This design comes from an exercise in tuning for small area, a short achievable clock period and few clock cycles per item on the open sky130 flow, not from production work.
Power and IR drop assume default switching activity.

alpha:
==> flow/design.v <==
module lora_rx_decoder (
    input  wire        clk,
    input  wire        rst,           
    input  wire        start,
    input  wire [3:0]  cfg_sf,        
    input  wire [3:0]  cfg_ppm,       
    input  wire [2:0]  cfg_rdd,       
    input  wire        cfg_explicit,  
    input  wire        sym_valid,
    output wire        sym_ready,
    input  wire [15:0] sym_data,
    output wire        out_valid,
    input  wire        out_ready,
    output wire [7:0]  out_data
);
    reg  [3:0]  sh;                   
    reg  [3:0]  sf;                   
    reg  [3:0]  pm1;                  
    reg  [2:0]  rdd;
    reg         expl;
    reg         in_v;
    reg  [11:0] in_u;                 
    reg  [11:0] sb [0:7];
    reg  [2:0]  m;                    
    reg  [2:0]  r;                    
    reg         ld_hdr;               
    reg         sb_full;
    reg         first_x;              
    reg  [11:0] cb [0:7];
    reg  [3:0]  j;                    
    reg         cw_v;
    reg         cw_hdr;
    reg         ov;
    reg  [5:0]  od;
    reg         bv;
    reg  [5:0]  bd;
    reg  [7:0]  s;
    reg         widx;
    wire [3:0] ppm_eff = (cfg_ppm == 4'd0) ? cfg_sf : cfg_ppm;
    wire take    = cw_v & ~bv;
    wire a_free  = ~ov | out_ready;
    wire cw_last = (j == pm1);
    wire xfer    = sb_full & (~cw_v | (take & cw_last));
    wire s1_go   = in_v & (~sb_full | xfer);
    wire [2:0] wl1 = ld_hdr ? 3'd7 : (3'd3 + rdd);    
    wire ld_last = (m == wl1);
    reg  rdy;
    assign sym_ready = rdy;
    wire acc = sym_valid & rdy;
    reg  [11:0] cy;
    integer ci;
    always @* begin
        cy[0] = (sh == 4'd1);
        for (ci = 1; ci < 12; ci = ci + 1)
            cy[ci] = (sh == ci + 1) | (cy[ci-1] & sym_data[ci-1]);
    end
    wire [11:0] u_in = sym_data[11:0] ^ cy;
    reg  [11:0] gm;
    always @* for (ci = 0; ci < 12; ci = ci + 1) gm[ci] = (ci + 1 < sf);
    wire [11:0] G     = in_u ^ ({1'b0, in_u[11:1]} & gm);
    wire [4:0]  sa    = {1'b0, sh} + 5'd7 - {2'b0, r};
    wire [18:0] Gx    = {G, 7'd0};
    wire [18:0] A     = Gx >> sa;
    wire [11:0] B     = G >> (sf - {1'b0, r});
    reg  [11:0] rot;
    always @* for (ci = 0; ci < 12; ci = ci + 1) rot[ci] = (ci < r) ? B[ci] : A[ci];
    wire [7:0] cw = {cb[7][j], cb[6][j], cb[5][j], cb[4][j],
                     cb[3][j], cb[2][j], cb[1][j], cb[0][j]};
    wire [2:0] cur_rdd = cw_hdr ? 3'd4 : rdd;
    wire use_key = ~(cw_hdr & expl & (j < 4'd5));
    wire [3:0] key = widx ? {s[0], s[1], s[2], s[3]} : {s[4], s[5], s[6], s[7]};
    wire b0 = cw[0], b1 = cw[1], b2 = cw[2], b3 = cw[3];
    wire b4 = cw[4], b5 = cw[5], b6 = cw[6], b7 = cw[7];
    wire p0 = b0 ^ b1 ^ b2 ^ b4;
    wire p1 = b1 ^ b2 ^ b3 ^ b5;
    wire p2 = b0 ^ b1 ^ b3 ^ b6;
    wire p3 = b0 ^ b2 ^ b3 ^ b7;
    wire [3:0] s84 = {p3, p2, p1, p0};
    wire [2:0] s74 = {p2, p1, p0};
    reg [3:0] flip;
    reg       dec_e, dec_b;
    always @* begin
        flip  = 4'd0;
        dec_e = 1'b0;
        dec_b = 1'b0;
        case (cur_rdd)
            3'd1: dec_e = b4 ^ (b0 ^ b1 ^ b2 ^ b3);
            3'd2: dec_e = (b4 ^ (b0 ^ b1 ^ b2)) | (b5 ^ (b1 ^ b2 ^ b3));
            3'd3: begin
                dec_e = (s74 != 3'd0);
                case (s74)
                    3'd5: flip = 4'h1;
                    3'd7: flip = 4'h2;
                    3'd3: flip = 4'h4;
                    3'd6: flip = 4'h8;
                    default: ;
                endcase
            end
            3'd4: begin
                dec_e = (s84 != 4'd0);
                case (s84)
                    4'hD: flip = 4'h1;
                    4'h7: flip = 4'h2;
                    4'hB: flip = 4'h4;
                    4'hE: flip = 4'h8;
                    4'h0, 4'h1, 4'h2, 4'h4, 4'h8: ;
                    default: dec_b = 1'b1;
                endcase
            end
            default: ;
        endcase
    end
    wire [3:0] dec_d = cw[3:0] ^ flip ^ (use_key ? key : 4'd0);
    assign out_valid = ov;
    assign out_data  = {2'b00, od};
    integer i;
    always @(posedge clk) begin
        if (acc) begin
            in_u  <= u_in;
        end
        if (s1_go)
            sb[m] <= rot;
        for (i = 0; i < 8; i = i + 1)
            if (xfer)
                cb[i] <= sb[i];
        if (a_free)
            od <= bv ? bd : {dec_b, dec_e, dec_d};
        if (~a_free & take)
            bd <= {dec_b, dec_e, dec_d};
    end
    wire in_v_n    = acc | (in_v & ~s1_go);
    wire sb_full_n = (s1_go & ld_last) | (sb_full & ~xfer);
    wire cw_v_n    = xfer | (cw_v & ~(take & cw_last));
    always @(posedge clk) begin
        if (rst | start)
            rdy <= ~rst;
        else
            rdy <= ~in_v_n | ~sb_full_n | ~cw_v_n;
        if (start) begin
            sh   <= (cfg_ppm == 4'd0) ? 4'd0 : cfg_sf - cfg_ppm;
            sf   <= cfg_sf;
            pm1  <= ppm_eff - 4'd1;
            rdd  <= cfg_rdd;
            expl <= cfg_explicit;
        end
        if (rst | start) begin
            in_v    <= 1'b0;
            m       <= 3'd0;
            r       <= 3'd0;
            ld_hdr  <= 1'b1;
            sb_full <= 1'b0;
            first_x <= 1'b1;
            cw_v    <= 1'b0;
            cw_hdr  <= 1'b1;
            j       <= 4'd0;
            ov      <= 1'b0;
            bv      <= 1'b0;
            s       <= 8'hFF;
            widx    <= 1'b0;
        end else begin
            if (acc)
                in_v <= 1'b1;
            else if (s1_go)
                in_v <= 1'b0;
            if (s1_go) begin
                if (ld_last) begin
                    m      <= 3'd0;
                    r      <= 3'd0;
                    ld_hdr <= 1'b0;
                end else begin
                    m <= m + 3'd1;
                    r <= ({1'b0, r} == pm1) ? 3'd0 : r + 3'd1;
                end
            end
            if (s1_go & ld_last)
                sb_full <= 1'b1;
            else if (xfer)
                sb_full <= 1'b0;
            if (xfer) begin
                cw_v    <= 1'b1;
                cw_hdr  <= first_x;
                first_x <= 1'b0;
                j       <= 4'd0;
            end else if (take) begin
                if (cw_last)
                    cw_v <= 1'b0;
                j <= j + 4'd1;
            end
            if (a_free)
                ov <= bv | take;
            if (a_free)
                bv <= 1'b0;
            else if (take)
                bv <= 1'b1;
            if (take & use_key) begin
                if (widx)
                    s <= {s[0] ^ s[2] ^ s[3] ^ s[4], s[7:1]};
                widx <= ~widx;
            end
        end
    end
endmodule
==> flow/config.mk <==
export PLATFORM = sky130hd
export DESIGN_NAME = lora_rx_decoder
export DESIGN_NICKNAME = lora_rx_decoder
export VERILOG_FILES = /design/flow/design.v
export SDC_FILE = /design/flow/constraint.sdc
export NUM_CORES = 4
export LEC_CHECK = 0
export CAP_MARGIN = 20
export CORE_MARGIN = 2
export CORE_UTILIZATION = 40
export SLEW_MARGIN = 20
==> flow/constraint.sdc <==
create_clock -name core_clock -period 9.0 [get_ports {clk}]
set_input_delay 1.8000 -clock core_clock [delete_from_list [all_inputs] [get_ports {clk}]]
set_output_delay 1.8000 -clock core_clock [all_outputs]
set_load 0.01 [all_outputs]
standard.sh (not shown) runs the stock make flow with config.mk's settings and CLKGATE_MAP_FILE= SYNTH_SCRIPT=/design/flow/synth_recipe.tcl, a recipe that flattens the netlist after the stock synthesis.
==> flow/flow/run.sh <==
#!/bin/bash
bash standard.sh 'SETUP_SLACK_MARGIN=6.2' 'MATCH_CELL_FOOTPRINT=0' 'BUFFER_PORTS_ARGS=-buffer_cell sky130_fd_sc_hd__buf_2' 'CTS_BUF_LIST=sky130_fd_sc_hd__clkbuf_8' finish > standard.log 2>&1
--- input diff alpha..beta ---
diff --git a/flow/design.v b/flow/design.v
--- a/flow/design.v
+++ b/flow/design.v
@@ -28,33 +28,52 @@
     reg         first_x;              
     reg  [11:0] cb [0:7];
     reg  [3:0]  j;                    
     reg         cw_v;
     reg         cw_hdr;
+    reg         q_v;
+    reg  [7:0]  q_cw;
+    reg  [3:0]  q_key;
+    reg         q_hdr;
     reg         ov;
     reg  [5:0]  od;
     reg         bv;
     reg  [5:0]  bd;
     reg  [7:0]  s;
     reg         widx;
     wire [3:0] ppm_eff = (cfg_ppm == 4'd0) ? cfg_sf : cfg_ppm;
-    wire take    = cw_v & ~bv;
+    wire q_adv   = q_v & ~bv;
+    wire take    = cw_v & (~q_v | q_adv);
     wire a_free  = ~ov | out_ready;
     wire cw_last = (j == pm1);
     wire xfer    = sb_full & (~cw_v | (take & cw_last));
     wire s1_go   = in_v & (~sb_full | xfer);
     wire [2:0] wl1 = ld_hdr ? 3'd7 : (3'd3 + rdd);    
     wire ld_last = (m == wl1);
     reg  rdy;
     assign sym_ready = rdy;
     wire acc = sym_valid & rdy;
-    reg  [11:0] cy;
+    reg  [11:0] below, pa0, pa1, pa2, pa3, cy;
     integer ci;
     always @* begin
-        cy[0] = (sh == 4'd1);
-        for (ci = 1; ci < 12; ci = ci + 1)
-            cy[ci] = (sh == ci + 1) | (cy[ci-1] & sym_data[ci-1]);
+        for (ci = 0; ci < 12; ci = ci + 1)
+            below[ci] = (ci + 1 < sh);
+        pa0 = sym_data[11:0] | below;
+        for (ci = 0; ci < 12; ci = ci + 1) begin
+            pa1[ci] = (ci >= 1) ? pa0[ci] & pa0[ci-1] : pa0[ci];
+        end
+        for (ci = 0; ci < 12; ci = ci + 1) begin
+            pa2[ci] = (ci >= 2) ? pa1[ci] & pa1[ci-2] : pa1[ci];
+        end
+        for (ci = 0; ci < 12; ci = ci + 1) begin
+            pa3[ci] = (ci >= 4) ? pa2[ci] & pa2[ci-4] : pa2[ci];
+        end
+        for (ci = 0; ci < 12; ci = ci + 1) begin
+            cy[ci] = (sh != 4'd0) & ~below[ci] &
+                     ((ci == 0) ? 1'b1 :
+                      (ci - 1 >= 8) ? pa3[ci-1] & pa3[ci-9] : pa3[ci-1]);
+        end
     end
     wire [11:0] u_in = sym_data[11:0] ^ cy;
     reg  [11:0] gm;
     always @* for (ci = 0; ci < 12; ci = ci + 1) gm[ci] = (ci + 1 < sf);
     wire [11:0] G     = in_u ^ ({1'b0, in_u[11:1]} & gm);
@@ -64,15 +83,15 @@
     wire [11:0] B     = G >> (sf - {1'b0, r});
     reg  [11:0] rot;
     always @* for (ci = 0; ci < 12; ci = ci + 1) rot[ci] = (ci < r) ? B[ci] : A[ci];
     wire [7:0] cw = {cb[7][j], cb[6][j], cb[5][j], cb[4][j],
                      cb[3][j], cb[2][j], cb[1][j], cb[0][j]};
-    wire [2:0] cur_rdd = cw_hdr ? 3'd4 : rdd;
     wire use_key = ~(cw_hdr & expl & (j < 4'd5));
     wire [3:0] key = widx ? {s[0], s[1], s[2], s[3]} : {s[4], s[5], s[6], s[7]};
-    wire b0 = cw[0], b1 = cw[1], b2 = cw[2], b3 = cw[3];
-    wire b4 = cw[4], b5 = cw[5], b6 = cw[6], b7 = cw[7];
+    wire [2:0] cur_rdd = q_hdr ? 3'd4 : rdd;
+    wire b0 = q_cw[0], b1 = q_cw[1], b2 = q_cw[2], b3 = q_cw[3];
+    wire b4 = q_cw[4], b5 = q_cw[5], b6 = q_cw[6], b7 = q_cw[7];
     wire p0 = b0 ^ b1 ^ b2 ^ b4;
     wire p1 = b1 ^ b2 ^ b3 ^ b5;
     wire p2 = b0 ^ b1 ^ b3 ^ b6;
     wire p3 = b0 ^ b2 ^ b3 ^ b7;
     wire [3:0] s84 = {p3, p2, p1, p0};
@@ -108,11 +127,11 @@
                 endcase
             end
             default: ;
         endcase
     end
-    wire [3:0] dec_d = cw[3:0] ^ flip ^ (use_key ? key : 4'd0);
+    wire [3:0] dec_d = q_cw[3:0] ^ flip ^ q_key;
     assign out_valid = ov;
     assign out_data  = {2'b00, od};
     integer i;
     always @(posedge clk) begin
         if (acc) begin
@@ -123,12 +142,17 @@
         for (i = 0; i < 8; i = i + 1)
             if (xfer)
                 cb[i] <= sb[i];
         if (a_free)
             od <= bv ? bd : {dec_b, dec_e, dec_d};
-        if (~a_free & take)
+        if (~a_free & q_adv)
             bd <= {dec_b, dec_e, dec_d};
+        if (take) begin
+            q_cw  <= cw;
+            q_key <= use_key ? key : 4'd0;
+            q_hdr <= cw_hdr;
+        end
     end
     wire in_v_n    = acc | (in_v & ~s1_go);
     wire sb_full_n = (s1_go & ld_last) | (sb_full & ~xfer);
     wire cw_v_n    = xfer | (cw_v & ~(take & cw_last));
     always @(posedge clk) begin
@@ -153,10 +177,11 @@
             cw_v    <= 1'b0;
             cw_hdr  <= 1'b1;
             j       <= 4'd0;
             ov      <= 1'b0;
             bv      <= 1'b0;
+            q_v     <= 1'b0;
             s       <= 8'hFF;
             widx    <= 1'b0;
         end else begin
             if (acc)
                 in_v <= 1'b1;
@@ -185,15 +210,19 @@
                 if (cw_last)
                     cw_v <= 1'b0;
                 j <= j + 4'd1;
             end
             if (a_free)
-                ov <= bv | take;
+                ov <= bv | q_adv;
             if (a_free)
                 bv <= 1'b0;
-            else if (take)
+            else if (q_adv)
                 bv <= 1'b1;
+            if (take)
+                q_v <= 1'b1;
+            else if (q_adv)
+                q_v <= 1'b0;
             if (take & use_key) begin
                 if (widx)
                     s <= {s[0] ^ s[2] ^ s[3] ^ s[4], s[7:1]};
                 widx <= ~widx;
             end
--- outcome ---
Looking at wire length across alpha and beta, the one that comes out lower is alpha.
Against alpha, beta comes in 1640 ps higher on worst-case setup slack after placement.
Relative to alpha, synthesized area has increased by about 5% in beta.
Total global routing track utilization: beta vs alpha — no meaningful difference
Compared with alpha, beta improves clock period minus final worst setup slack.
CTS buffer count grows by a few percent when moving from alpha to beta.
Diff alpha -> beta: area enclosed by the die boundary +about 5%; overall power after layout +about 9%.
alpha → beta: design area now sits higher; count of pins over their slew limit now sits at about the same level; number of signal-net buffers in the layout now sits lower; global-route wire length before repair now sits higher; mux contribution to synthesized area now sits lower.
Post-synthesis average cell area: beta lower than alpha
Function was not checked in any run of this note: the RTL went through the layout flow alone.

==> static timing again, ports no longer ideal <==
Ports are ideal in the flow. The routed layouts listed here were re-timed in OpenROAD. Step 1 assumes that a clkbuf_16 drives the clock port and a buf_2 every other input. Step 2 moves the port delays by t, midway between the first and last clock arrival at a register: inputs arrive t later, outputs are due t later. That takes back most of the time a late clock gives input paths. a / b / c = ideal / step 1 / step 2; a / b = the first two.
run | t, ns | setup slack, ns | clock arrival spread, ns
alpha | 0.597 | 3.832 / 3.837 / 3.240 | 0.022 / 0.021
beta | 0.585 | 5.770 / 5.770 / 5.731 | 0.031 / 0.031
After both steps every run listed still meets setup and hold. The setup slack of alpha, which loses most, moves by +0.005 ns with the drivers and by -0.592 ns with both steps.
